This is an optimization exercise on Yosys and OpenROAD, whose aim is small area, a short achievable clock period and few clock cycles, not a production implementation.
In this exercise RTL edits were held to simulation tests only and were not proved equivalent to the original.
Power figures rest on the tool's default switching activity, not on a simulated workload.

## flow/design.v (module list and top-level ports; edited modules follow where they fit)
// module icf_synth: 1591 lines
module icf_synth (
    input  wire        clk,
    input  wire        rst,
    input  wire        cmd_valid,
    output wire        cmd_ready,
    input  wire [1:0]  cmd_op,      
    input  wire [1:0]  cmd_ch,
    input  wire [2:0]  cmd_reg,
    input  wire [31:0] cmd_data,
    output reg         out_valid,
    output reg  [1:0]  out_ch,
    output reg  [15:0] out_val
);
  // ...
==> flow/flow/run.sh <==
#!/bin/bash
# The standard layout (standard synthesis unchanged), with ORFS's timing repair
# aimed at a slack of 23 ns, that is at paths of at most 7 ns within the 30 ns clock.
# The clock, the constraints and every other step are the standard ones.
set -euo pipefail
bash standard.sh synth > synth.log 2>&1
bash standard.sh finish SETUP_SLACK_MARGIN=23 > layout.log 2>&1
==> flow/standard.sh <==
#!/bin/bash
# synth_recipe.tcl (not shown) runs the flow's synth.tcl, then flattens the netlist and writes it again
# the make line also repeats each setting of config.mk as NAME=value (left out here)
make -C /OpenROAD-flow-scripts/flow DESIGN_CONFIG=/design/flow/config.mk WORK_HOME=/design/flow/orfs CLKGATE_MAP_FILE= SYNTH_SCRIPT=/design/flow/synth_recipe.tcl "${@:-finish}"
==> flow/config.mk <==
export PLATFORM = sky130hd
export DESIGN_NAME = icf_synth
export DESIGN_NICKNAME = icf_synth
export VERILOG_FILES = /design/flow/design.v
export SDC_FILE = /design/flow/constraint.sdc
export NUM_CORES = 4
export LEC_CHECK = 0
export CAP_MARGIN = 20
export CORE_MARGIN = 2
export CORE_UTILIZATION = 40
export SLEW_MARGIN = 20
export SYNTH_MEMORY_MAX_BITS = 16384
==> flow/constraint.sdc <==
create_clock -name core_clock -period 30.0 [get_ports {clk}]
set_input_delay 6.0000 -clock core_clock [delete_from_list [all_inputs] [get_ports {clk}]]
set_output_delay 6.0000 -clock core_clock [all_outputs]
set_load 0.01 [all_outputs]
==> results by group, run 1 <==
Clock tree
  • Clock Pin Slew Worst Setup and Hold Paths: 0.06 ns
  • Clock root cell: clkbuf_16
  • Hold-fix buffers, CTS: 0
  • Post-CTS sizing: 122

Floorplan
  • Die height: 322 um
  • Num ports: 62
  • Initial Util: 40.4%

Layout
  • Seq. cell area: 16,200 um2
  • Layout cells sized above 1: 7.99%
  • ANT cells: 0
  • Fill cells: 9,613
  • Signal buffers: 126
  • Leading cell kind: multi-input combinational cells
  • Final Util: 45.1%
  • Multi-input gate area: 22,300 um2

Global route
  • Largest net degree at the start of global routing: 72
  • Met1 usage: 30.7%
  • Vias in the first global route: 30.8k
  • First-pass GRT wire length: 179,000 um

Placement
  • Post-DP HPWL: 77,300 um
  • Area after DPL: 42,300 um2

Worst setup path
  • Crit-path slowest cell: dfxtp_2
  • Worst R2R Setup Slack: 23.36 ns
  • Crit path max-delay family: flip-flops
  • CP Capture Point: cmd_ready
  • Crit path depth: 2
  • Worst Path Max Fanout: 1

Routing
  • Number of routed nets with antenna violations: 0

Pwr
  • Final Power: 2.13 mW
  • Top Consumer: sequential cells
  • Clock-net power: 0.983 mW
  • Internal power: 1.66 mW
  • Sw frac: 22.0%

STA
  • Fmax: 0.141 GHz
  • Max-slew violation count: 0
  • Worst-margin pin slew: 1.20 ns

Run status
  • Status: complete, no violations

Min path
  • Worst hold endpoint: p0[15]$_DFF_P_
  • Hold path start: p1[15]$_DFF_P_

Logic synthesis
  • Post-Syn Instances: 4,344
  • Async S/R FF share, synth: 0%
  • Post-synthesis cell area: 40,400 um2
  • Synth Net Count: 4,806
Testbench counts, summed over its fixed seeds: cycles 13,508.
==> run 2, diff against run 1 <==
--- a/flow/design.v
+++ b/flow/design.v
@@ -599,68 +599,71 @@
     wire [31:0] opb = (mstep && !ebit) ? 32'd0 : in0;
     wire [32:0] sum = opa + {1'b0, opb};
     wire        over = sum[32] && (sum[31:0] != 32'd0);
     wire [32:0] pnext = over ? 33'd0 : sum;
     wire [31:0] theta = dir ? (sum[32] ? 32'd0 : sum[31:0]) : a0;
     wire [32:0] p_port = clr ? 33'd0 : we_ph ? {1'b0, cq_d} : (svc && dir) ? pnext : p0;
     wire [31:0] a_port = clr ? 32'd0 : (mstep || (svc && ela)) ? sum[31:0] : a0;
     wire trig = is_wr && !clean &&
-                ((cq_reg == 3'd1 && md3 == 2'd2) ||
-                 (cq_reg == 3'd0 && cq_d[1:0] == 2'd2 && md0 != 2'd2));
+                ((cq_reg == 3'd1 && md2 == 2'd2) ||
+                 (cq_reg == 3'd0 && cq_d[1:0] == 2'd2 && md3 != 2'd2));
     wire [1:0] h_n   = h + 2'd1;
     wire [2:0] stc_n = is_tick ? 3'd1 : (stc == 3'd7 ? 3'd7 : stc + 3'd1);
     wire       swp_n = swc[2] || swc[1];
     wire       mb_n  = trig || (mb && !(mstep && mk == 5'd0));
     wire [1:0] stb_n = is_strt ? 2'd3 : (stb != 2'd0 ? stb - 2'd1 : 2'd0);
     wire       hold_n = swp_n || mb_n || stb_n != 2'd0;
     wire        c_v   = rdy ? cmd_valid : (cq_v && !iss);
     wire [1:0]  c_op  = rdy ? cmd_op  : cq_op;
     wire [1:0]  c_ch  = rdy ? cmd_ch  : cq_ch;
     wire [2:0]  c_reg = rdy ? cmd_reg : cq_reg;
-    wire [1:0] t_mode = h_n;
-    wire [1:0] t_inc  = h_n - 2'd1;
-    wire [1:0] t_amp  = h_n - 2'd2;
-    wire [1:0] t_off  = h_n - 2'd3;
+    wire [1:0] t_ph   = h_n;
+    wire [1:0] t_mode = h_n - 2'd1;
+    wire [1:0] t_inc  = h_n - 2'd2;
+    wire [1:0] t_amp  = h_n - 2'd3;
+    wire [1:0] t_off  = h_n;
+    wire [1:0] t_omx  = h_n - 2'd1;
+    wire       k_ph   = stc_n >= {1'b0, t_ph};
     wire       k_mode = stc_n >= {1'b0, t_mode};
     wire       k_inc  = stc_n >= {1'b0, t_inc};
     wire       k_amp  = stc_n >= {1'b0, t_amp} + 3'd3;
     wire       k_off  = stc_n >= {1'b0, t_off} + 3'd4;
-    wire       k_omx  = stc_n >= {1'b0, t_mode} + 3'd4;
+    wire       k_omx  = stc_n >= {1'b0, t_omx} + 3'd4;
     reg c_ok;
     always @(*) begin
         case (c_op)
             OP_TICK, OP_START: c_ok = h_n == 2'd0 && !hold_n;
             OP_WRITE: begin
                 case (c_reg)
                     3'd0: c_ok = !hold_n && c_ch == t_mode && k_mode;
                     3'd1: c_ok = !hold_n && c_ch == t_inc  && k_inc;
                     3'd2: c_ok = !hold_n && c_ch == t_amp  && k_amp;
                     3'd3: c_ok = !hold_n && c_ch == t_off  && k_off;
-                    3'd4: c_ok = !hold_n && c_ch == t_mode && k_omx;
-                    3'd5: c_ok = !hold_n && c_ch == t_mode && k_mode;
+                    3'd4: c_ok = !hold_n && c_ch == t_omx  && k_omx;
+                    3'd5: c_ok = !hold_n && c_ch == t_ph   && k_ph;
                     default: c_ok = 1'b1;
                 endcase
             end
             default: c_ok = 1'b1;
         endcase
     end
     wire iss_n = c_v && c_ok;
     always @(posedge clk) begin
-        h <= rst ? 2'd0 : h + 2'd1;
-        md0 <= md1; md1 <= md2; md2 <= md3;
-        md3 <= we_mode ? wd[1:0] : md0;
-        in0 <= in1; in1 <= in2; in3 <= in0;
-        in2 <= we_inc ? wd : in3;
-        am0 <= am1; am2 <= am3; am3 <= am0;
-        am1 <= we_amp ? wd[15:0] : am2;
-        of1 <= of2; of2 <= of3; of3 <= of0;
-        of0 <= we_off ? wd[15:0] : of1;
-        ox0 <= ox1; ox1 <= ox2; ox2 <= ox3;
-        ox3 <= we_omx ? (wd[15:0] ^ {4'd0, {12{!sweep}}}) : ox0;
+        h <= rst ? 2'd1 : h + 2'd1;
+        md0 <= md1; md1 <= md2; md3 <= md0;
+        md2 <= we_mode ? wd[1:0] : md3;
+        in0 <= in1; in2 <= in3; in3 <= in0;
+        in1 <= we_inc ? wd : in2;
+        am1 <= am2; am2 <= am3; am3 <= am0;
+        am0 <= we_amp ? wd[15:0] : am1;
+        of0 <= of1; of1 <= of2; of2 <= of3;
+        of3 <= we_off ? wd[15:0] : of0;
+        ox0 <= ox1; ox1 <= ox2; ox3 <= ox0;
+        ox2 <= we_omx ? (wd[15:0] ^ {4'd0, {12{!sweep}}}) : ox3;
         p0 <= p1; p1 <= p2; p2 <= p3;
         p3 <= p_port;
         a0 <= a1; a1 <= a2; a2 <= a3;
         a3 <= a_port;
         if (rdy) begin
             cq_op  <= cmd_op;
             cq_ch  <= cmd_ch;
             cq_reg <= cmd_reg;
==> flow/flow/run.sh (replaced) <==
#!/bin/bash
# The standard layout (standard synthesis unchanged), with ORFS's timing repair
# aimed at a slack of 23 ns, that is at paths of at most 7 ns within the 30 ns clock,
# and clock tree synthesis without dummy loads. The clock, the constraints and every
# other step are the standard ones.
set -euo pipefail
bash standard.sh synth > synth.log 2>&1
bash standard.sh finish SETUP_SLACK_MARGIN=23 \
  "CTS_ARGS=-sink_clustering_enable -repair_clock_nets -dont_use_dummy_load -buf_list {sky130_fd_sc_hd__clkbuf_4 sky130_fd_sc_hd__clkbuf_8}" \
  > layout.log 2>&1
==> flow/config.mk (replaced) <==
export PLATFORM = sky130hd
export DESIGN_NAME = icf_synth
export DESIGN_NICKNAME = icf_synth
export VERILOG_FILES = /design/flow/design.v
export SDC_FILE = /design/flow/constraint.sdc
export NUM_CORES = 4
export LEC_CHECK = 0
export CAP_MARGIN = 20
export CORE_MARGIN = 2
export CORE_UTILIZATION = 65
export CTS_BUF_LIST = sky130_fd_sc_hd__clkbuf_4 sky130_fd_sc_hd__clkbuf_8
export SLEW_MARGIN = 20
export SYNTH_MEMORY_MAX_BITS = 16384
==> results by group, run 2 <==
Worst setup path
  • Worst reg2reg endpoint: l4[14]$_DFF_P_
  • Worst R2R Setup Slack: 23.35 ns (about the same)
  • Worst r2r src: u3[7]$_DFF_P_
  • Worst Path Max Fanout: 2 (+1)
  • Worst path arrival time: 7.72 ns
  • CP Launch Type: primary input
  • Depth of the most critical reg-to-reg path: 19
  • Critical Path RT: 30.56 ns
  • Worst Setup Path Type: in2reg
  • Endpoint type of the worst setup path: flip-flop

Routing
  • Initial DRC count: 3,106
  • DRC violations left: 0
  • Via density per instance: 6.14
  • DR WL/cell: 20.6 um
  • DR pass1 iterations: 7
  • DR vias: 31.3k
  • Final WL: 105,000 um
  • Number of routed nets with antenna violations: 0 (unchanged)

Layout
  • Most common cell after layout, fill and taps aside: dfxtp_1
  • Nets@finish: 4,777
  • Final Non-Filler Cells: 5,106
  • Most frequent cells in the layout: dfxtp_1, nand2_1, nor2_1, a21oi_1, inv_1
  • Fill cells: 4,844 (-50%)
  • Post-layout instance area: 43,100 um2
  • Layout cells sized above 1: 6.77% (-1.2 points)
  • Area growth, synth to finish: 7.20%

Pwr
  • Final Power: 1.83 mW (-14%)
  • Flop pwr share: 59.2%
  • Psw: 0.402 mW
  • P per Cell Area: 42.4 nW/um2
  • Sw frac: 22.0% (-0.050 points)
  • Clock power frac: 37.3%
  • Max VDD drop: 0.0517 mV
  • Combinational Power Share: 3.5%
  • Pleak: 17.4 nW
  • Internal power: 1.43 mW (-14%)

Logic synthesis
  • Syn avg cell area: 9.27 um2
  • Yosys top cell area share: 37.4%
  • Yosys Warn Count: 1
  • Post-synthesis cell area: 40,200 um2 (-0.62%)
  • Commonest cells in the netlist: dfxtp_1, nand2_1, nor2_1
  • Post-synth EDFFs: 39
  • Async S/R FF share, synth: 0% (unchanged)
  • Synth Net Count: 4,794 (-0.25%)
  • Post-Syn Instances: 4,333 (-0.25%)
  • Largest area contributor in the netlist: dfxtp_1
  • Synth area leaders: dfxtp_1, fa_1, ha_1
  • Most numerous cell in the Yosys netlist: dfxtp_1
  • Sequential fraction of the synthesis area: 40.3%
  • Main synth FF type: dfxtp_1
  • FF+latch count, synth: 789
  • Netlist cell types: 84

Placement
  • Area after DPL: 41,400 um2 (-2.1%)
  • Placed insts: 4,977
  • Routability Congestion: 1.02
  • Post-DP HPWL: 71,700 um (-7.3%)
  • Port Buffer Count: 61

Clock tree
  • Clock Pin Slew Worst Setup and Hold Paths: 0.06 ns (about the same)
  • CTS buffer count: 115
  • H-tree depth: 3
  • Clk sinks: 789
  • Clk latency of the worst-skew pair: 0.71 ns
  • Clock root cell: clkbuf_8
  • CTS tree: built
  • Clock Path Buffers: 3
  • Hold-fix buffers, CTS: 0 (unchanged)

STA
  • Final setup viols: 0
  • Setup Skew: 0.0868 ns
  • Fmax: 0.140 GHz (-0.73%)
  • Post-layout minimum cycle time: 7.16 ns
  • Slew HR: 25.5%
  • Setup TNS: 0 ns
  • Max-slew violation count: 0 (unchanged)
  • Worst-margin pin slew: 1.12 ns (-0.0875 ns)
  • Final worst path period share: 23.9%
  • Hold Vio Cnt, Final: 0
  • RSZ-0062 raised after global routing: yes
  • Worst hold slack: 0.280 ns

Global route
  • Vias in the first global route: 30.9k (+0.33%)
  • First-pass GRT wire length: 168,000 um (-6.3%)
  • Tot GR Track Use: 33.3%
  • Initial antenna violation count: 5
  • Largest net degree at the start of global routing: 84 (+17%)
  • Overflow after GRT: 0

Floorplan
  • Die height: 253 um (-22%)
  • Initial Util: 65.5% (+25 points)
  • Std-Cell Rows: 91
  • Die width: 253 um
  • Core footprint: 61,400 um2
  • Num ports: 62 (unchanged)
  • Die Area: 63,800 um2

Min path
  • Worst hold endpoint: of0[6]$_DFF_P_
  • Hold path start: of1[6]$_DFF_P_
  • Worst Hold Depth: 0
  • Worst hold path class: reg2reg

Run status
  • Status: complete, no violations

Job
  • Max-cap violations: 0
run 2: cell families after synthesis:
group / count (synthesis) / synth area share, %
and+or+nand+nor: 1391 / 16.5
AOI/OAI and AO/OA: 948 / 15.0
DFF: 789 / 40.3
buffers and inverters: 574 / 5.43
adders and majority gates: 420 / 17.7
xor gates and xnor gates: 140 / 3.09
muxes: 71 / 2.09
run 2: how the worst max path moves through the flow:
stage / startpoint / endpoint / slack [ns] / cells after the start
6_report: cmd_ch[1] / nrdy_o$_DFF_P_ / 22.84 / 12
5_1_grt: cmd_ch[1] / nrdy_o$_DFF_P_ / 22.75 / 12
4_1_cts: nrdy_o$_DFF_P_ / cmd_ready / 22.80 / 2
3_5_place_dp: cmd_ch[1] / nrdy_o$_DFF_P_ / 21.91 / 12
3_3_place_gp: cmd_reg[2] / rdy$_DFF_P_ / 21.87 / 13
2_1_floorplan: cmd_ch[0] / nrdy_o$_DFF_P_ / 22.54 / 11
run 2: power groups by stage:
| stage | clock network [mW] | logic (mW) | registers (mW) |
|---|---|---|---|
| after floorplan | 0 | 0.0405 | 1.09 |
| after global placement | 0 | 0.0582 | 1.10 |
| after detailed placement | 0 | 0.0590 | 1.10 |
| after CTS | 0.698 | 0.0615 | 1.08 |
| after global routing | 0.739 | 0.0706 | 1.08 |
| final | 0.682 | 0.0642 | 1.08 |
run 2: area by class of cell:
type,instances,area (um2),area share [%]
Timing Repair Buffer,128,1040,2.42
Antenna cell,2,5.00,0.0116
Multi-Input combinational cell,2970,22100,51.3
Sequential cell,789,16200,37.6
Clock buffer,115,1580,3.67
Tap cell,790,988,2.29
Inverter,312,1170,2.72
run 2: critical path: stages:
cell and delay [ns]:
dlygate4sd2_1 0.24, mux2i_2 0.22, xnor2_2 0.18, buf_4 0.15, nor3b_1 0.24, a31oi_2 0.07
a21oi_2 0.18, a211oi_2 0.06, o22ai_1 0.17, nand2b_1 0.09, nand2_1 0.08, inv_1 0.04
run 2: what timing repair did:
item                       4_1_cts  5_1_grt
pin swaps                       12       13
gates resized for setup        100       24
setup endpoints to repair       30       92
buffers inserted                 8        4
run 2: layer usage:
| metal | global-route usage (%) | vias up | routed length [um] |
|---|---|---|---|
| met5 | 0 | - | 12 |
| li1 | - | 14582 | - |
| met3 | 7.18 | 336 | 9390 |
| met1 | 46.1 | 14916 | 45500 |
| met2 | 51.2 | 1507 | 46500 |
| met4 | 12.7 | 2 | 3950 |
run 2: metrics by stage:
| stage | setup WS, ns | util [%] |
|---|---|---|
| after floorplan | 22.54 | - |
| after global placement | 21.87 | 67.4 |
| after detailed placement | 21.91 | 67.4 |
| after CTS | 22.80 | 70.0 |
| after global routing | 22.75 | 70.2 |
| final | 22.84 | 70.2 |
Testbench counts of run 2, summed over its fixed seeds: cycles 13,492.
==> run 3, diff against run 2 <==
--- a/flow/config.mk
+++ b/flow/config.mk
@@ -5,6 +5,7 @@
 export SDC_FILE = /design/flow/constraint.sdc
 export NUM_CORES = 4
 export LEC_CHECK = 0
+export ABC_AREA = 1
 export CAP_MARGIN = 20
 export CORE_MARGIN = 2
 export CORE_UTILIZATION = 65
==> results by group, run 3 <==
Pwr
  • Flop pwr share: 48.6% (-11 points)
  • Internal power: 1.71 mW (+20%)
  • Psw: 0.898 mW (+120%)
  • Clock power frac: 26.8% (-10 points)
  • Pleak: 20.6 nW (+18%)
  • Max VDD drop: 0.0629 mV (+22%)
  • Final Power: 2.61 mW (+43%)
  • P per Cell Area: 60.6 nW/um2 (+43%)
  • Combinational Power Share: 24.5% (+21 points)
  • Sw frac: 34.5% (+12 points)

Logic synthesis
  • Post-Syn Instances: 4,841 (+12%)
  • Yosys top cell area share: 37.5% (+0.14 points)
  • Netlist cell types: 81 (-3.6%)
  • Syn avg cell area: 8.27 um2 (-11%)
  • FF+latch count, synth: 789 (unchanged)
  • Commonest cells in the netlist: nand2_1, inv_1, dfxtp_1
  • Async S/R FF share, synth: 0% (unchanged)
  • Most numerous cell in the Yosys netlist: nand2_1
  • Post-synth EDFFs: 39 (unchanged)
  • Largest area contributor in the netlist: dfxtp_1
  • Post-synthesis cell area: 40,000 um2 (-0.37%)
  • Synth Net Count: 5,302 (+11%)
  • Yosys Warn Count: 1 (unchanged)
  • Main synth FF type: dfxtp_1
  • Synth area leaders: dfxtp_1, fa_1, nand2_1
  • Sequential fraction of the synthesis area: 40.4% (+0.15 points)

Floorplan
  • Num ports: 62 (unchanged)
  • Die width: 252 um (-0.18%)
  • Initial Util: 66.1% (+0.60 points)
  • Std-Cell Rows: 90 (-1.1%)
  • Core footprint: 60,600 um2 (-1.3%)
  • Die height: 252 um (-0.18%)
  • Die Area: 63,600 um2 (-0.36%)

Worst setup path
  • CP Launch Type: flip-flop
  • Endpoint type of the worst setup path: primary output
  • Worst path arrival time: 1.19 ns (-6.53 ns)
  • Worst Path Max Fanout: 1 (-1)
  • Worst Setup Path Type: reg2out
  • Critical Path RT: 24.00 ns (-6.56 ns)

Clock tree
  • Clock Pin Slew Worst Setup and Hold Paths: 0.06 ns (about the same)
  • Clock root cell: clkbuf_8
  • Hold-fix buffers, CTS: 0 (unchanged)
  • H-tree depth: 3 (unchanged)
  • CTS buffer count: 117 (+1.7%)
  • CTS tree: built
  • Clock Path Buffers: 3 (unchanged)
  • Clk latency of the worst-skew pair: 0.77 ns (+0.06 ns)
  • Clk sinks: 789 (unchanged)

STA
  • Worst Setup Slack, final: 22.81 ns (-0.0299 ns)
  • Hold Vio Cnt, Final: 0 (unchanged)
  • Worst-margin pin slew: 1.15 ns (+0.0317 ns)
  • Post-layout minimum cycle time: 7.19 ns (+0.0299 ns)
  • Setup Skew: 0.125 ns (+0.0379 ns)
  • RSZ-0062 raised after global routing: yes
  • Final setup viols: 0 (unchanged)
  • Slew HR: 23.3% (-2.2 points)
  • Final worst path period share: 24.0% (+0.10 points)
  • Max-slew violation count: 0 (unchanged)
  • Setup TNS: 0 ns (unchanged)
  • Fmax: 0.139 GHz (-0.42%)

Routing
  • Number of routed nets with antenna violations: 0 (unchanged)
  • DR vias: 33.4k (+6.5%)
  • DR top layer: met5
  • Met1 Wirelength: 48,800 um (+7.5%)
  • Met2 WL: 53,200 um (+14%)
  • Via density per instance: 5.92 (-3.6%)
  • Met3 wire length: 12,300 um (+30%)
  • Initial DRC count: 3,589 (+16%)
  • Final WL: 121,000 um (+15%)
  • DRC violations left: 0 (unchanged)
  • DR WL/cell: 21.5 um (+4.3%)
  • DR pass1 iterations: 8 (+1)

Placement
  • Pre-CTS WS: 21.47 ns (-0.443 ns)
  • Area after DPL: 41,200 um2 (-0.33%)
  • Port Buffer Count: 61 (unchanged)
  • Post-DP HPWL: 88,500 um (+23%)
  • Routability Congestion: 1.07 (+5.3%)
  • Placed insts: 5,511 (+11%)

Layout
  • Area growth, synth to finish: 7.51%
  • Most common cell after layout, fill and taps aside: nand2_1
  • Multi-input gate area: 20,200 um2 (-8.7%)
  • Final Non-Filler Cells: 5,641 (+10%)
  • Seq. cell area: 16,200 um2 (about the same)
  • Most frequent cells in the layout: nand2_1, inv_1, dfxtp_1, o21ai_0, nor2_1
  • Layout cells sized above 1: 6.71% (-0.057 points)
  • Nets@finish: 5,320 (+11%)
  • Post-layout instance area: 43,000 um2 (about the same)
  • Fill cells: 4,735 (-2.3%)

Global route
  • Largest net degree at the start of global routing: 66 (-21%)
  • Overflow after GRT: 0 (unchanged)
  • Vias in the first global route: 32.8k (+6.2%)
  • Initial antenna violation count: 5 (unchanged)
  • Tot GR Track Use: 38.4% (+5.1 points)
  • First-pass GRT wire length: 186,000 um (+11%)

Job
  • Max-cap violations: 0 (unchanged)

Run status
  • Status: complete, no violations

Min path
  • Worst hold path class: reg2reg
## run 3: metrics by stage
step / hold WS, ns / util, %
4_1_cts: 0.271 / 70.8
3_3_place_gp: 0.310 / 68.1
6_report: 0.277 / 71.0
5_1_grt: 0.277 / 71.0
3_5_place_dp: 0.312 / 68.1
2_1_floorplan: 0.310 / -
## run 3: cell type report
cell class | count | share of cell area, %
well taps | 782 | 2.27
clock buffers | 117 | 3.74
repair buffers | 115 | 2.35
flip-flops and latches | 789 | 37.6
inverters | 814 | 7.12
diodes | 2 | 0.0116
multi-input cells | 3022 | 46.9
## run 3: layer usage
layer / up-vias / GRT usage [%]
li1: 15289 / -
met1: 15751 / 51.1
met2: 1908 / 58.9
met3: 429 / 7.95
met4: 2 / 20.9
met5: - / 0
## run 3: cell families (layout without fill, tap and decap cells)
kind of cell    Yosys count  in the layout  synth area share, %
fa+ha+maj               419            419                 17.7
buf+inv                1030           1046                 9.74
other cells               0              2                    0
xor+xnor                123            123                 2.75
flops                   789            789                 40.4
simple gates           1603           1603                 16.6
compound gates          877            877                 12.8
## run 3: critical path, cell delays in order, from the launching register on
cell and delay (ns):
dfxtp_2 0.32, inv_2 0.03, buf_6 0.10
## run 3: timing repair
item | 4_1_cts | 5_1_grt
endpoints found under the setup margin | 56 | 41
gates cloned | 0 | 0
pin swaps | 13 | 14
resized for setup | 102 | 35
setup buffers | 5 | 5
## run 3: worst paths after layout
kind                        from             end  slack [ns]  cells after the start
setup / recovery  nrdy_o$_DFF_P_       cmd_ready       22.81                      2
hold / removal    in1[3]$_DFF_P_  in0[3]$_DFF_P_        0.28                      0
setup reg to reg   u3[9]$_DFF_P_   l4[9]$_DFF_P_       23.43                     18
hold reg to reg   in1[3]$_DFF_P_  in0[3]$_DFF_P_        0.28                      0
## run 3: power by group through the flow
stage                     Clock, mW  Sequential (mW)  Combinational, mW
after CTS                     0.706             1.26              0.613
final                         0.700             1.27              0.639
after global routing          0.748             1.27              0.698
after global placement            0             1.28              0.602
after floorplan                   0             1.20              0.452
after detailed placement          0             1.28              0.613
==> run 4, diff against run 3 <==
==> flow/flow/run.sh (replaced) <==
#!/bin/bash
# The standard layout (standard synthesis unchanged), with ORFS's timing repair
# aimed at a slack of 23 ns, that is at paths of at most 7 ns within the 30 ns clock,
# and clock tree synthesis without dummy loads, with clkbuf_8 buffers and sink clusters
# of up to 18 flip-flops. The clock, the constraints and every other step are the
# standard ones.
set -euo pipefail
bash standard.sh synth > synth.log 2>&1
bash standard.sh finish SETUP_SLACK_MARGIN=23 \
  "CTS_ARGS=-sink_clustering_enable -repair_clock_nets -dont_use_dummy_load -buf_list {sky130_fd_sc_hd__clkbuf_8} -sink_clustering_size 18 -sink_clustering_max_diameter 70" \
  > layout.log 2>&1
==> results by group, run 4 <==
STA
  • Slew HR: 22.4% (-0.89 points)
  • Fmax: 0.139 GHz (-0.44%)
  • RSZ-0062 raised after global routing: yes
  • Post-layout minimum cycle time: 7.22 ns (+0.0315 ns)
  • Setup Skew: 0.100 ns (-0.0242 ns)
  • Max-slew violation count: 0 (unchanged)
  • Worst-margin pin slew: 1.16 ns (+0.0134 ns)
  • Worst Setup Slack, final: 22.78 ns (-0.0315 ns)
  • Final worst path period share: 24.1% (+0.11 points)
  • Final setup viols: 0 (unchanged)
  • Hold Vio Cnt, Final: 0 (unchanged)
  • Setup TNS: 0 ns (unchanged)

Global route
  • Largest net degree at the start of global routing: 66 (unchanged)
  • Met2 global-route usage: 58.6% (-0.34 points)
  • Initial antenna violation count: 5 (unchanged)
  • Grt peak-use layer: met2
  • Overflow after GRT: 0 (unchanged)
  • Vias in the first global route: 32.1k (-2.3%)
  • Met1 usage: 51.4% (+0.29 points)
  • First-pass GRT wire length: 185,000 um (-0.93%)
  • Tot GR Track Use: 38.0% (-0.40 points)
  • GRT met3 Usage: 7.13% (-0.82 points)

Layout
  • Fill cells: 4,864 (+2.7%)
  • Most frequent cells in the layout: nand2_1, inv_1, dfxtp_1, o21ai_0, nor2_1
  • Post-layout instance area: 42,200 um2 (-2.0%)
  • Layout cells sized above 1: 5.51% (-1.2 points)
  • Most common cell after layout, fill and taps aside: nand2_1
  • Final Util: 69.6% (-1.4 points)
  • Nets@finish: 5,258 (-1.2%)
  • Area growth, synth to finish: 5.39%

Routing
  • DR pass1 iterations: 8 (unchanged)
  • DR WL/cell: 21.6 um (+0.36%)
  • DR vias: 32.9k (-1.3%)
  • Final WL: 120,000 um (-0.75%)
  • Number of routed nets with antenna violations: 0 (unchanged)
  • DRC violations left: 0 (unchanged)
  • Via density per instance: 5.90 (-0.21%)
  • Initial DRC count: 3,735 (+4.1%)

Logic synthesis
  • Post-synthesis cell area: 40,000 um2 (unchanged)
  • Yosys top cell area share: 37.5% (unchanged)
  • Post-Syn Instances: 4,841 (unchanged)
  • Async S/R FF share, synth: 0% (unchanged)
  • Sequential fraction of the synthesis area: 40.4% (unchanged)
  • Most numerous cell in the Yosys netlist: nand2_1
  • Synth area leaders: dfxtp_1, fa_1, nand2_1
  • Post-synth EDFFs: 39 (unchanged)
  • Syn avg cell area: 8.27 um2 (unchanged)
  • Yosys Warn Count: 1 (unchanged)
  • Synth Net Count: 5,302 (unchanged)
  • Netlist cell types: 81 (unchanged)
  • Commonest cells in the netlist: nand2_1, inv_1, dfxtp_1
  • FF+latch count, synth: 789 (unchanged)
  • Main synth FF type: dfxtp_1
  • Largest area contributor in the netlist: dfxtp_1

Worst setup path
  • CP Launch Type: flip-flop
  • Worst Setup Path Type: reg2out
  • Critical Path RT: 24.00 ns (about the same)
  • Endpoint type of the worst setup path: primary output
  • Worst Path Max Fanout: 1 (unchanged)
  • Depth of the most critical reg-to-reg path: 18 (unchanged)
  • Worst R2R Setup Slack: 23.40 ns (-0.03 ns)
  • Worst r2r src: u3[9]$_DFF_P_
  • Worst reg2reg endpoint: l4[9]$_DFF_P_
  • Worst path arrival time: 1.22 ns (+0.03 ns)

Placement
  • Port Buffer Count: 61 (unchanged)
  • Area after DPL: 41,200 um2 (unchanged)
  • Routability Congestion: 1.07 (unchanged)
  • Post-DP HPWL: 88,500 um (unchanged)
  • Pre-CTS WS: 21.47 ns (unchanged)

Pwr
  • P per Cell Area: 56.6 nW/um2 (-6.6%)
  • Psw: 0.855 mW (-4.8%)
  • Clock power frac: 20.2% (-6.6 points)
  • Final Power: 2.39 mW (-8.5%)
  • Flop pwr share: 53.0% (+4.4 points)
  • Max VDD drop: 0.0569 mV (-9.6%)
  • Sw frac: 35.8% (+1.4 points)
  • Pleak: 20.2 nW (-2.1%)
  • Combinational Power Share: 26.7% (+2.2 points)
  • Internal power: 1.53 mW (-10%)

Floorplan
  • Die height: 252 um (unchanged)
  • Initial Util: 66.1% (unchanged)
  • Core footprint: 60,600 um2 (unchanged)
  • Num ports: 62 (unchanged)
  • Die Area: 63,600 um2 (unchanged)
  • Die width: 252 um (unchanged)
  • Std-Cell Rows: 90 (unchanged)

Clock tree
  • Clk latency of the worst-skew pair: 0.75 ns (-0.02 ns)
  • CTS buffer count: 56 (-52%)
  • Clock Pin Slew Worst Setup and Hold Paths: 0.11 ns (+0.05 ns)
  • H-tree depth: 2 (-1)
  • CTS tree: built
  • Clk sinks: 789 (unchanged)
  • Clock Path Buffers: 3 (unchanged)
  • Clock root cell: clkbuf_8
  • Hold-fix buffers, CTS: 0 (unchanged)

Min path
  • Hold path start: a1[8]$_DFF_P_
  • Worst hold path class: reg2reg
  • Worst hold endpoint: a0[8]$_DFF_P_
  • Worst Hold Depth: 0 (unchanged)

Run status
  • Status: complete, no violations

Job
  • Max-cap violations: 0 (unchanged)
run 4: cell counts after synthesis:
No cell type changed its count.
run 4: layer usage:
layer,share of wire [%],wire [um],vias up
met5,0.011,13,-
met3,10,12100,406
met2,44,52700,1802
li1,-,-,15160
met4,5.7,6920,2
met1,40,48700,15573
run 4: power by group through the flow:
stage	Combinational (mW)	Clock (mW)	Sequential (mW)
detailed placement	0.613	0	1.28
global placement	0.602	0	1.28
finish	0.638	0.482	1.27
floorplan	0.452	0	1.20
CTS	0.613	0.489	1.26
global route	0.696	0.524	1.27
run 4: how the worst max path moves through the flow:
stage,startpoint,to,slack (ns),cells past startpoint
4_1_cts,nrdy_o$_DFF_P_,cmd_ready,22.72,2
2_1_floorplan,cmd_reg[2],rdy$_DFF_P_,22.62,10
3_3_place_gp,rst,e[17]$_SDFFE_PP0P_,21.52,6
5_1_grt,nrdy_o$_DFF_P_,cmd_ready,22.74,2
3_5_place_dp,rst,e[26]$_SDFFE_PP0P_,21.47,6
6_report,nrdy_o$_DFF_P_,cmd_ready,22.78,2
run 4: kinds of logic after synthesis:
family,after synthesis,synth area share (%)
adder cells (fa/ha/maj),419,17.7
XOR/XNOR,123,2.75
AND/OR/NAND/NOR,1603,16.6
flip-flops,789,40.4
buffers and inverters,1030,9.74
AO/OA/AOI/OAI,877,12.8
run 4: worst max-delay path, stage by stage, from the launching register on:
cell	delay [ns]
dfxtp_2	0.34
inv_2	0.03
buf_6	0.10
run 4: area by class of cell:
| type | count | area (um2) | area share (%) |
|---|---|---|---|
| multi-input cells | 3022 | 20200 | 47.8 |
| clock buffers | 56 | 771 | 1.83 |
| repair buffers | 114 | 1000 | 2.37 |
| flip-flops and latches | 789 | 16200 | 38.4 |
| inverters | 814 | 3060 | 7.26 |
| diodes | 2 | 5.00 | 0.0119 |
| well taps | 782 | 978 | 2.32 |
run 4: per-stage QoR:
| step | hold WS (ns) | std cells |
|---|---|---|
| final | 0.266 | 5579 |
| after global placement | 0.310 | 5511 |
| after CTS | 0.266 | 5572 |
| after detailed placement | 0.312 | 5511 |
| after global routing | 0.264 | 5578 |
| after floorplan | 0.310 | 4841 |
run 4: repair_timing:
item / CTS / global route
pin swaps: 11 / 13
gates resized for setup: 105 / 30
endpoints found under the setup margin: 56 / 41
buffers inserted: 5 / 4
==> run 5, diff against run 4 <==
--- a/flow/config.mk
+++ b/flow/config.mk
@@ -5,7 +5,6 @@
 export SDC_FILE = /design/flow/constraint.sdc
 export NUM_CORES = 4
 export LEC_CHECK = 0
-export ABC_AREA = 1
 export CAP_MARGIN = 20
 export CORE_MARGIN = 2
 export CORE_UTILIZATION = 65
==> results by group, run 5 <==
Routing
  • DRC violations left: 0 (unchanged)
  • Via density per instance: 6.13 (+3.7%)
  • DR vias: 30.9k (-6.2%)
  • DR WL/cell: 20.7 um (-4.3%)
  • Number of routed nets with antenna violations: 0 (unchanged)
  • Final WL: 104,000 um (-13%)
  • DR pass1 iterations: 10 (+2)
  • Initial DRC count: 3,189 (-15%)

Layout
  • Most frequent cells in the layout: dfxtp_1, nand2_1, nor2_1, a21oi_1, inv_1
  • Most common cell after layout, fill and taps aside: dfxtp_1
  • Post-layout instance area: 42,300 um2 (+0.15%)
  • Nets@finish: 4,714 (-10%)
  • Fill cells: 4,928 (+1.3%)
  • Layout cells sized above 1: 5.41% (-0.095 points)
  • Area growth, synth to finish: 5.16%

Pwr
  • Max VDD drop: 0.0557 mV (-2.1%)
  • P per Cell Area: 38.0 nW/um2 (-33%)
  • Pleak: 16.9 nW (-16%)

Logic synthesis
  • Commonest cells in the netlist: dfxtp_1, nand2_1, nor2_1
  • Largest area contributor in the netlist: dfxtp_1
  • Yosys top cell area share: 37.4% (-0.14 points)
  • Most numerous cell in the Yosys netlist: dfxtp_1
  • Synth Net Count: 4,794 (-9.6%)
  • Post-synthesis cell area: 40,200 um2 (+0.37%)
  • Post-synth EDFFs: 39 (unchanged)
  • Post-Syn Instances: 4,333 (-10%)
  • Synth area leaders: dfxtp_1, fa_1, ha_1
  • Yosys Warn Count: 1 (unchanged)
  • Main synth FF type: dfxtp_1
  • Sequential fraction of the synthesis area: 40.3% (-0.15 points)
  • Netlist cell types: 84 (+3.7%)
  • Syn avg cell area: 9.27 um2 (+12%)
  • FF+latch count, synth: 789 (unchanged)
  • Async S/R FF share, synth: 0% (unchanged)

Placement
  • Post-DP HPWL: 71,700 um (-19%)
  • Port Buffer Count: 61 (unchanged)
  • Routability Congestion: 1.02 (-5.0%)
  • Area after DPL: 41,400 um2 (+0.33%)

Floorplan
  • Num ports: 62 (unchanged)
  • Die height: 253 um (+0.18%)
  • Core footprint: 61,400 um2 (+1.3%)
  • Die width: 253 um (+0.18%)
  • Std-Cell Rows: 91 (+1.1%)
  • Die Area: 63,800 um2 (+0.37%)
  • Initial Util: 65.5% (-0.60 points)

Worst setup path
  • Worst Setup Path Type: reg2out
  • Critical Path RT: 24.00 ns (about the same)
  • Endpoint type of the worst setup path: primary output
  • CP Launch Type: flip-flop
  • Worst Path Max Fanout: 1 (unchanged)
  • Worst path arrival time: 1.16 ns (-0.06 ns)

Global route
  • Overflow after GRT: 0 (unchanged)
  • Largest net degree at the start of global routing: 84 (+27%)
  • Initial antenna violation count: 5 (unchanged)
  • Vias in the first global route: 30.3k (-5.4%)
  • First-pass GRT wire length: 166,000 um (-10%)
  • Tot GR Track Use: 32.9% (-5.1 points)

Clock tree
  • Clk sinks: 789 (unchanged)
  • H-tree depth: 2 (unchanged)
  • CTS buffer count: 53 (-5.4%)
  • Clock Pin Slew Worst Setup and Hold Paths: 0.10 ns (about the same)
  • CTS tree: built
  • Clock root cell: clkbuf_8
  • Clock Path Buffers: 3 (unchanged)
  • Clk latency of the worst-skew pair: 0.71 ns (-0.04 ns)

STA
  • Post-layout minimum cycle time: 7.16 ns (-0.0578 ns)
  • Setup TNS: 0 ns (unchanged)
  • Max-slew violation count: 0 (unchanged)
  • Slew HR: 23.9% (+1.4 points)
  • Worst-margin pin slew: 1.14 ns (-0.0201 ns)
  • Final setup viols: 0 (unchanged)
  • Final worst path period share: 23.9% (-0.19 points)
  • Fmax: 0.140 GHz (+0.81%)
  • RSZ-0062 raised after global routing: yes
  • Hold Vio Cnt, Final: 0 (unchanged)
  • Setup Skew: 0.119 ns (+0.0190 ns)

Job
  • Max-cap violations: 0 (unchanged)

Run status
  • Status: complete, no violations

Min path
  • Worst hold path class: reg2reg
## run 5: final cells by class
class / instances / area, um2 / area share, %
repair buffers: 127 / 1050 / 2.49
inverters: 312 / 1170 / 2.77
multi-input cells: 2970 / 22100 / 52.3
diodes: 3 / 7.51 / 0.0178
clock buffers: 53 / 729 / 1.73
flip-flops and latches: 789 / 16200 / 38.3
well taps: 790 / 988 / 2.34
## run 5: cells by family (layout without fill, tap and decap cells)
family	count (synthesis)	count (layout)	synth area share, %
AOI/OAI and AO/OA	948	948	15.0
xor gates and xnor gates	140	140	3.09
adders and majority gates	420	420	17.7
buffers and inverters	574	492	5.43
DFF	789	789	40.3
muxes	71	71	2.09
other	0	3	0
and+or+nand+nor	1391	1391	16.5
## run 5: timing repair
action	CTS	global route
pin swaps	12	12
gates cloned	0	0
buffers inserted	8	2
setup endpoints to repair	31	92
hold buffers	0	0
gates resized for setup	102	28
## run 5: metrics by stage
step                worst slack, ns  instances  hold WS (ns)  power [mW]  util (%)
floorplan                     22.54       4333         0.310        1.13         -
detailed placement            21.91       4977         0.312        1.16      67.4
global placement              21.87       4977         0.310        1.16      67.4
finish                        22.84       5044         0.273        1.61      68.8
CTS                           22.77       5038         0.264        1.61      68.6
global route                  22.73       5042         0.281        1.66      68.8
## run 5: worst paths after layout
path,from,endpoint,slack (ns),cells past startpoint
hold reg to reg,am3[15]$_DFF_P_,am2[15]$_DFF_P_,0.27,0
hold / removal,am3[15]$_DFF_P_,am2[15]$_DFF_P_,0.27,0
setup reg to reg,mk[0]$_DFFE_PP_,p3[13]$_SDFF_PP0_,23.34,21
setup / recovery,nrdy_o$_DFF_P_,cmd_ready,22.84,2
## run 5: power by group
part,internal [mW],total [mW],leakage [nW],switching (mW)
Combinational,0.0233,0.0644,10.1,0.0411
Sequential,1.06,1.08,6.44,0.0148
Clock,0.158,0.463,0.381,0.304
## run 5: worst max-delay path: stages (launching register included)
cell and delay, ns:
dfxtp_2 0.34, inv_2 0.03, buf_6 0.11
## run 5: per-layer routing
layer	vias to the layer above	wire (um)	share of wire, %	track usage (%)
met5	-	12	0.012	0
met4	2	3800	3.6	12.0
met3	307	8970	8.6	6.12
met2	1371	46000	44	50.9
met1	14773	45500	44	46.2
li1	14445	-	-	-
==> run 6, diff against run 5 <==
==> flow/flow/run.sh (replaced) <==
#!/bin/bash
# The standard layout (standard synthesis unchanged), with ORFS's timing repair
# aimed at a slack of 23 ns, that is at paths of at most 7 ns within the 30 ns clock,
# and clock tree synthesis without dummy loads, with clkbuf_16 buffers and sink clusters
# of up to 24 flip-flops. The clock, the constraints and every other step are the
# standard ones.
set -euo pipefail
bash standard.sh synth > synth.log 2>&1
bash standard.sh finish SETUP_SLACK_MARGIN=23 \
  "CTS_ARGS=-sink_clustering_enable -repair_clock_nets -dont_use_dummy_load -buf_list {sky130_fd_sc_hd__clkbuf_16} -sink_clustering_size 24 -sink_clustering_max_diameter 90" \
  > layout.log 2>&1
--- a/flow/config.mk
+++ b/flow/config.mk
@@ -5,6 +5,7 @@
 export SDC_FILE = /design/flow/constraint.sdc
 export NUM_CORES = 4
 export LEC_CHECK = 0
+export ABC_AREA = 1
 export CAP_MARGIN = 20
 export CORE_MARGIN = 2
 export CORE_UTILIZATION = 65
==> results by group, run 6 <==
Run status
  • Status: complete, no violations

Layout
  • Final Util: 70.2% (+1.3 points)
  • Post-layout instance area: 42,500 um2 (+0.61%)
  • Most common cell after layout, fill and taps aside: nand2_1
  • Area growth, synth to finish: 6.20%
  • Nets@finish: 5,246 (+11%)
  • Layout cells sized above 1: 5.37% (-0.037 points)
  • Final Non-Filler Cells: 5,566 (+10%)
  • Most frequent cells in the layout: nand2_1, inv_1, dfxtp_1, o21ai_0, nor2_1

Worst setup path
  • Worst R2R Setup Slack: 23.49 ns (+0.15 ns)
  • CP Launch Type: flip-flop
  • Worst path arrival time: 1.10 ns (-0.06 ns)
  • Worst Setup Path Type: reg2out
  • Depth of the most critical reg-to-reg path: 20 (-4.8%)
  • Worst r2r src: u3[15]$_DFF_P_
  • Worst Path Max Fanout: 1 (unchanged)
  • Worst reg2reg endpoint: l4[14]$_DFF_P_
  • Critical Path RT: 24.00 ns (about the same)
  • Endpoint type of the worst setup path: primary output

STA
  • Setup TNS: 0 ns (unchanged)
  • Worst Setup Slack, final: 22.90 ns (+0.0573 ns)
  • Worst-margin pin slew: 1.15 ns (+0.00795 ns)
  • Hold Vio Cnt, Final: 0 (unchanged)
  • Fmax: 0.141 GHz (+0.81%)
  • Worst hold slack: 0.261 ns (-0.0122 ns)
  • RSZ-0062 raised after global routing: yes
  • Final setup viols: 0 (unchanged)
  • Final worst path period share: 23.7% (-0.19 points)
  • Setup Skew: 0.108 ns (-0.0116 ns)
  • Post-layout minimum cycle time: 7.10 ns (-0.0573 ns)
  • Slew HR: 23.3% (-0.61 points)
  • Max-slew violation count: 0 (unchanged)

Routing
  • Initial DRC count: 3,812 (+20%)
  • DR pass1 iterations: 7 (-3)
  • DRC violations left: 0 (unchanged)
  • Final WL: 121,000 um (+16%)
  • Via density per instance: 5.93 (-3.2%)
  • DR vias: 33.0k (+6.8%)
  • Number of routed nets with antenna violations: 0 (unchanged)
  • DR WL/cell: 21.7 um (+4.9%)

Logic synthesis
  • Main synth FF type: dfxtp_1
  • Post-synthesis cell area: 40,000 um2 (-0.37%)
  • Yosys Warn Count: 1 (unchanged)
  • Post-Syn Instances: 4,841 (+12%)
  • Synth area leaders: dfxtp_1, fa_1, nand2_1
  • Post-synth EDFFs: 39 (unchanged)
  • FF+latch count, synth: 789 (unchanged)
  • Commonest cells in the netlist: nand2_1, inv_1, dfxtp_1
  • Synth Net Count: 5,302 (+11%)
  • Yosys top cell area share: 37.5% (+0.14 points)
  • Sequential fraction of the synthesis area: 40.4% (+0.15 points)
  • Netlist cell types: 81 (-3.6%)
  • Syn avg cell area: 8.27 um2 (-11%)
  • Most numerous cell in the Yosys netlist: nand2_1
  • Async S/R FF share, synth: 0% (unchanged)
  • Largest area contributor in the netlist: dfxtp_1

Floorplan
  • Die height: 252 um (-0.18%)
  • Core footprint: 60,600 um2 (-1.3%)
  • Die width: 252 um (-0.18%)
  • Std-Cell Rows: 90 (-1.1%)
  • Die Area: 63,600 um2 (-0.36%)
  • Num ports: 62 (unchanged)
  • Initial Util: 66.1% (+0.60 points)

Pwr
  • Pleak: 20.3 nW (+20%)
  • P per Cell Area: 58.3 nW/um2 (+53%)
  • Max VDD drop: 0.0680 mV (+22%)
  • Final Power: 2.48 mW (+54%)

Global route
  • Tot GR Track Use: 38.0% (+5.1 points)
  • First-pass GRT wire length: 185,000 um (+12%)
  • Initial antenna violation count: 6 (+1)
  • Vias in the first global route: 32.1k (+5.8%)
  • Largest net degree at the start of global routing: 66 (-21%)
  • Overflow after GRT: 0 (unchanged)

Placement
  • Pre-CTS WS: 21.47 ns (-0.443 ns)
  • Routability Congestion: 1.07 (+5.3%)
  • Port Buffer Count: 61 (unchanged)
  • Post-DP HPWL: 88,500 um (+23%)
  • Area after DPL: 41,200 um2 (-0.33%)
  • Placed insts: 5,511 (+11%)

Min path
  • Worst hold endpoint: a2[22]$_DFF_P_
  • Worst Hold Depth: 0 (unchanged)
  • Worst hold path class: reg2reg
  • Hold path start: a3[22]$_SDFF_PP0_

Clock tree
  • H-tree depth: 2 (unchanged)
  • Clk latency of the worst-skew pair: 0.64 ns (-0.07 ns)
  • CTS buffer count: 43 (-19%)
  • Clock Pin Slew Worst Setup and Hold Paths: 0.09 ns (about the same)
  • CTS tree: built
  • Clock root cell: clkbuf_16
  • Clk sinks: 789 (unchanged)
  • Clock Path Buffers: 3 (unchanged)
  • Hold-fix buffers, CTS: 0 (unchanged)

Job
  • Max-cap violations: 0 (unchanged)
==> run 6: worst max-delay path: stages (launching register included) <==
cell	delay [ns]
dfxtp_2	0.33
inv_2	0.03
buf_6	0.10
==> run 6: report_power, final <==
| part | total (mW) | internal [mW] | switching [mW] | leakage [nW] |
|---|---|---|---|---|
| Sequential | 1.27 | 1.15 | 0.113 | 6.47 |
| Combinational | 0.638 | 0.213 | 0.425 | 13.3 |
| Clock | 0.574 | 0.255 | 0.319 | 0.530 |
| Total | 2.48 | 1.62 | 0.858 | 20.3 |
==> run 6: logic make-up after synthesis <==
family | after synthesis | share of synthesized area (%)
flip-flops | 789 | 40.4
XOR/XNOR | 123 | 2.75
adder cells (fa/ha/maj) | 419 | 17.7
buffers and inverters | 1030 | 9.74
AO/OA/AOI/OAI | 877 | 12.8
AND/OR/NAND/NOR | 1603 | 16.6
==> run 6: final cells by class <==
class | count | area [um2]
flip-flops and latches | 789 | 16200
clock buffers | 43 | 1080
multi-input cells | 3022 | 20200
fillers | 4771 | 18100
repair buffers | 115 | 1010
well taps | 782 | 978
inverters | 814 | 3060
diodes | 1 | 2.50
==> run 6: repair_timing <==
item / in CTS / in global routing
setup endpoints to repair: 56 / 24
buffers inserted: 6 / 4
gates resized for setup: 109 / 31
pin swaps: 13 / 14
==> run 6: how the worst max path moves through the flow <==
stage	from	end	slack (ns)	depth (start not counted)
finish	nrdy_o$_DFF_P_	cmd_ready	22.90	2
global route	nrdy_o$_DFF_P_	cmd_ready	22.86	2
CTS	nrdy_o$_DFF_P_	cmd_ready	22.86	2
detailed placement	rst	e[26]$_SDFFE_PP0P_	21.47	6
global placement	rst	e[17]$_SDFFE_PP0P_	21.52	6
floorplan	cmd_reg[2]	rdy$_DFF_P_	22.62	10
==> run 6: routing by layer <==
metal	vias to the layer above	global-route usage, %	routed length (um)
li1	15152	-	-
met1	15681	51.2	49000
met2	1747	58.7	53000
met3	424	7.51	11600
met4	8	19.1	6970
met5	-	0	69
==> run 7, diff against run 6 <==
==> flow/flow/run.sh (replaced) <==
#!/bin/bash
# The standard layout (standard synthesis unchanged), with ORFS's timing repair
# aimed at a slack of 23 ns, that is at paths of at most 7 ns within the 30 ns clock;
# port buffers inserted as buf_1 rather than a delay cell (flow/ports.tcl); and clock
# tree synthesis without dummy loads, with clkbuf_8 buffers and sink clusters of up to
# 18 flip-flops. The clock, the constraints and every other step are the standard ones.
set -euo pipefail
here=$(pwd)
bash standard.sh synth > synth.log 2>&1
bash standard.sh finish SETUP_SLACK_MARGIN=23 POST_GLOBAL_PLACE_TCL=$here/flow/ports.tcl \
  "CTS_ARGS=-sink_clustering_enable -repair_clock_nets -dont_use_dummy_load -buf_list {sky130_fd_sc_hd__clkbuf_8} -sink_clustering_size 18 -sink_clustering_max_diameter 70" \
  > layout.log 2>&1
==> flow/flow/ports.tcl (new file) <==
# Sourced after global placement: the port buffers that buffer_ports inserted as
# clkdlybuf4s50_1 (a delay cell) become plain buf_1; timing repair later upsizes the
# ones on paths that need it. Every port keeps its buffer.
foreach inst [[ord::get_db_block] getInsts] {
  set name [$inst getName]
  if {[regexp {^(input|output)[0-9]+$} $name] &&
      [[$inst getMaster] getName] eq "sky130_fd_sc_hd__clkdlybuf4s50_1"} {
    replace_cell $name sky130_fd_sc_hd__buf_1
  }
}
--- a/flow/config.mk
+++ b/flow/config.mk
@@ -8,7 +8,6 @@
 export ABC_AREA = 1
 export CAP_MARGIN = 20
 export CORE_MARGIN = 2
-export CORE_UTILIZATION = 65
-export CTS_BUF_LIST = sky130_fd_sc_hd__clkbuf_4 sky130_fd_sc_hd__clkbuf_8
+export CORE_UTILIZATION = 75
 export SLEW_MARGIN = 20
 export SYNTH_MEMORY_MAX_BITS = 16384
==> results by group, run 7 <==
Run status
  • Status: complete, no violations

Placement
  • Pre-CTS WS: 21.81 ns (+0.340 ns)
  • Port Buffer Count: 61 (unchanged)
  • Area after DPL: 40,700 um2 (-1.3%)
  • Placed insts: 5,410 (-1.8%)
  • Post-DP HPWL: 90,800 um (+2.6%)

Logic synthesis
  • Syn avg cell area: 8.27 um2 (unchanged)
  • Most numerous cell in the Yosys netlist: nand2_1
  • Synth area leaders: dfxtp_1, fa_1, nand2_1
  • Post-synth EDFFs: 39 (unchanged)
  • Yosys top cell area share: 37.5% (unchanged)
  • Post-synthesis cell area: 40,000 um2 (unchanged)
  • Sequential fraction of the synthesis area: 40.4% (unchanged)
  • Yosys Warn Count: 1 (unchanged)
  • Largest area contributor in the netlist: dfxtp_1
  • Post-Syn Instances: 4,841 (unchanged)
  • FF+latch count, synth: 789 (unchanged)
  • Async S/R FF share, synth: 0% (unchanged)
  • Commonest cells in the netlist: nand2_1, inv_1, dfxtp_1
  • Synth Net Count: 5,302 (unchanged)
  • Netlist cell types: 81 (unchanged)
  • Main synth FF type: dfxtp_1

Worst setup path
  • Worst Setup Path Type: reg2out
  • Endpoint type of the worst setup path: primary output
  • CP Launch Type: flip-flop
  • Critical Path RT: 24.00 ns (about the same)
  • Worst path arrival time: 1.21 ns (+0.11 ns)
  • Worst Path Max Fanout: 1 (unchanged)

Floorplan
  • Die width: 235 um (-6.8%)
  • Die height: 235 um (-6.8%)
  • Core footprint: 52,700 um2 (-13%)
  • Num ports: 62 (unchanged)
  • Die Area: 55,200 um2 (-13%)
  • Std-Cell Rows: 84 (-6.7%)
  • Initial Util: 76.0% (+9.9 points)

Clock tree
  • Hold-fix buffers, CTS: 0 (unchanged)
  • Clk sinks: 789 (unchanged)
  • Clock root cell: clkbuf_8
  • CTS tree: built
  • Clock Pin Slew Worst Setup and Hold Paths: 0.10 ns (about the same)
  • H-tree depth: 2 (unchanged)
  • Clock Path Buffers: 3 (unchanged)
  • Clk latency of the worst-skew pair: 0.73 ns (+0.09 ns)
  • CTS buffer count: 51 (+19%)

Layout
  • Final Util: 78.9% (+8.7 points)
  • Area growth, synth to finish: 3.76%
  • Final Non-Filler Cells: 5,467 (-1.8%)
  • Most common cell after layout, fill and taps aside: nand2_1
  • Most frequent cells in the layout: nand2_1, inv_1, dfxtp_1, o21ai_0, nor2_1
  • Fill cells: 3,232 (-32%)
  • Nets@finish: 5,237 (-0.17%)
  • Layout cells sized above 1: 5.03% (-0.35 points)
  • Post-layout instance area: 41,500 um2 (-2.3%)

Routing
  • DRC violations left: 0 (unchanged)
  • Via density per instance: 6.36 (+7.2%)
  • DR pass1 iterations: 13 (+6)
  • DR vias: 34.8k (+5.3%)
  • Initial DRC count: 4,959 (+30%)
  • Number of routed nets with antenna violations: 0 (unchanged)
  • Final WL: 126,000 um (+4.3%)
  • DR WL/cell: 23.0 um (+6.2%)

STA
  • Final setup viols: 0 (unchanged)
  • Worst hold slack: 0.298 ns (+0.0372 ns)
  • Max-slew violation count: 0 (unchanged)
  • Slew HR: 27.1% (+3.9 points)
  • Final worst path period share: 24.0% (+0.35 points)
  • RSZ-0062 raised after global routing: yes
  • Fmax: 0.139 GHz (-1.5%)
  • Post-layout minimum cycle time: 7.21 ns (+0.105 ns)
  • Setup TNS: 0 ns (unchanged)
  • Setup Skew: 0.0858 ns (-0.0220 ns)
  • Hold Vio Cnt, Final: 0 (unchanged)
  • Worst Setup Slack, final: 22.79 ns (-0.105 ns)
  • Worst-margin pin slew: 1.09 ns (-0.0607 ns)

Global route
  • Tot GR Track Use: 45.2% (+7.2 points)
  • Largest net degree at the start of global routing: 72 (+9.1%)
  • First-pass GRT wire length: 194,000 um (+5.0%)
  • Overflow after GRT: 0 (unchanged)
  • Initial antenna violation count: 5 (-1)
  • Vias in the first global route: 34.7k (+8.0%)

Pwr
  • Final Power: 2.39 mW (-3.5%)
  • Pleak: 19.9 nW (-2.0%)
  • P per Cell Area: 57.5 nW/um2 (-1.3%)
  • Max VDD drop: 0.0622 mV (-8.6%)

Min path
  • Worst hold path class: reg2reg

Job
  • Max-cap violations: 0 (unchanged)
==> run 7: cell types whose count changed in the layout (fill, tap and decap cells not counted), sizes merged <==
| cell | before | now |
|---|---|---|
| clkdlybuf4s50 | 35 | 0 |
| buf | 75 | 98 |
| clkbuf | 45 | 51 |
| diode | 1 | 5 |
| dlymetal6s2s | 2 | 0 |
| clkdlybuf4s15 | 1 | 0 |
==> run 7: power by group <==
part           internal (mW)  switching (mW)  leakage (nW)  total [mW]
clock network          0.152           0.318         0.367       0.470
logic                  0.206           0.441          13.0       0.647
registers               1.15           0.120          6.48        1.27
total                   1.51           0.879          19.9        2.39
==> run 7: logic make-up after synthesis <==
| logic type | Yosys count | share of synthesized area, % |
|---|---|---|
| flops | 789 | 40.4 |
| fa+ha+maj | 419 | 17.7 |
| simple gates | 1603 | 16.6 |
| compound gates | 877 | 12.8 |
| buf+inv | 1030 | 9.74 |
| xor+xnor | 123 | 2.75 |
==> run 7: layout make-up <==
| class | count | area [um2] | area share, % |
|---|---|---|---|
| flip-flops and latches | 789 | 16200 | 39.0 |
| clock buffers | 51 | 702 | 1.69 |
| multi-input cells | 3022 | 20100 | 48.4 |
| well taps | 688 | 861 | 2.07 |
| inverters | 814 | 3060 | 7.37 |
| diodes | 5 | 12.5 | 0.0301 |
| repair buffers | 98 | 589 | 1.42 |
==> run 7: what timing repair did <==
item / CTS / global route
pin swaps: 0 / 1
setup buffers: 0 / 1
resized for setup: 26 / 25
setup endpoints to repair: 39 / 34
==> run 7: worst max-delay path, stage by stage, from the launching register on <==
cell	delay, ns
dfxtp_1	0.32
inv_1	0.04
buf_2	0.13
==> run 7: final timing paths <==
check | start | to | slack, ns | cells after the start
max | nrdy_o$_DFF_P_ | cmd_ready | 22.79 | 2
min | in1[11]$_DFF_P_ | in0[11]$_DFF_P_ | 0.30 | 0
max reg2reg | am1[2]$_DFF_P_ | l4[14]$_DFF_P_ | 23.22 | 20
min reg2reg | in1[11]$_DFF_P_ | in0[11]$_DFF_P_ | 0.30 | 0
==> run 7: layer usage <==
layer | global-route usage (%) | up-vias | wire [um] | share of wire (%)
met2 | 68.3 | 2582 | 54100 | 43
met3 | 12.0 | 819 | 15300 | 12
met1 | 56.3 | 16201 | 45200 | 36
li1 | - | 15150 | - | -
met4 | 32.8 | 4 | 11200 | 8.9
met5 | 0.173 | - | 27 | 0.021

re-timing with driven ports:
No port has a modelled driver above. Below, the same layouts with a new extraction and two added sets of constraints. Step 1 sets driving cells, clkbuf_16 on the clock port and buf_2 on the other inputs (assumed; they add their load-dependent delay and slew). Step 2 also shifts input and output timing later by t, the mid clock arrival at the registers, as if the neighbouring blocks saw the same clock. a / b / c = ideal / step 1 / step 2; a / b = the first two.
run | shift t [ns] | setup slack, ns | worst register clock-pin slew, ns | worst data-port slew with drivers (ns)
run 1 | 0.684 | 22.896 / 22.830 / 22.340 | 0.07 / 0.07 | 0.05
run 2 | 0.724 | 22.844 / 22.804 / 22.159 | 0.07 / 0.07 | 0.04
run 3 | 0.771 | 22.814 / 22.751 / 22.341 | 0.07 / 0.07 | 0.07
run 4 | 0.748 | 22.783 / 22.720 / 22.438 | 0.11 / 0.11 | 0.07
run 5 | 0.715 | 22.840 / 22.776 / 22.161 | 0.11 / 0.11 | 0.04
run 6 | 0.654 | 22.898 / 22.833 / 22.414 | 0.10 / 0.10 | 0.06
run 7 | 0.746 | 22.793 / 22.733 / 22.403 | 0.12 / 0.12 | 0.05
After both steps setup and hold are still met in every run listed. For run 2, which loses most, drivers alone change the setup slack by -0.040 ns; drivers and shift together by -0.685 ns.
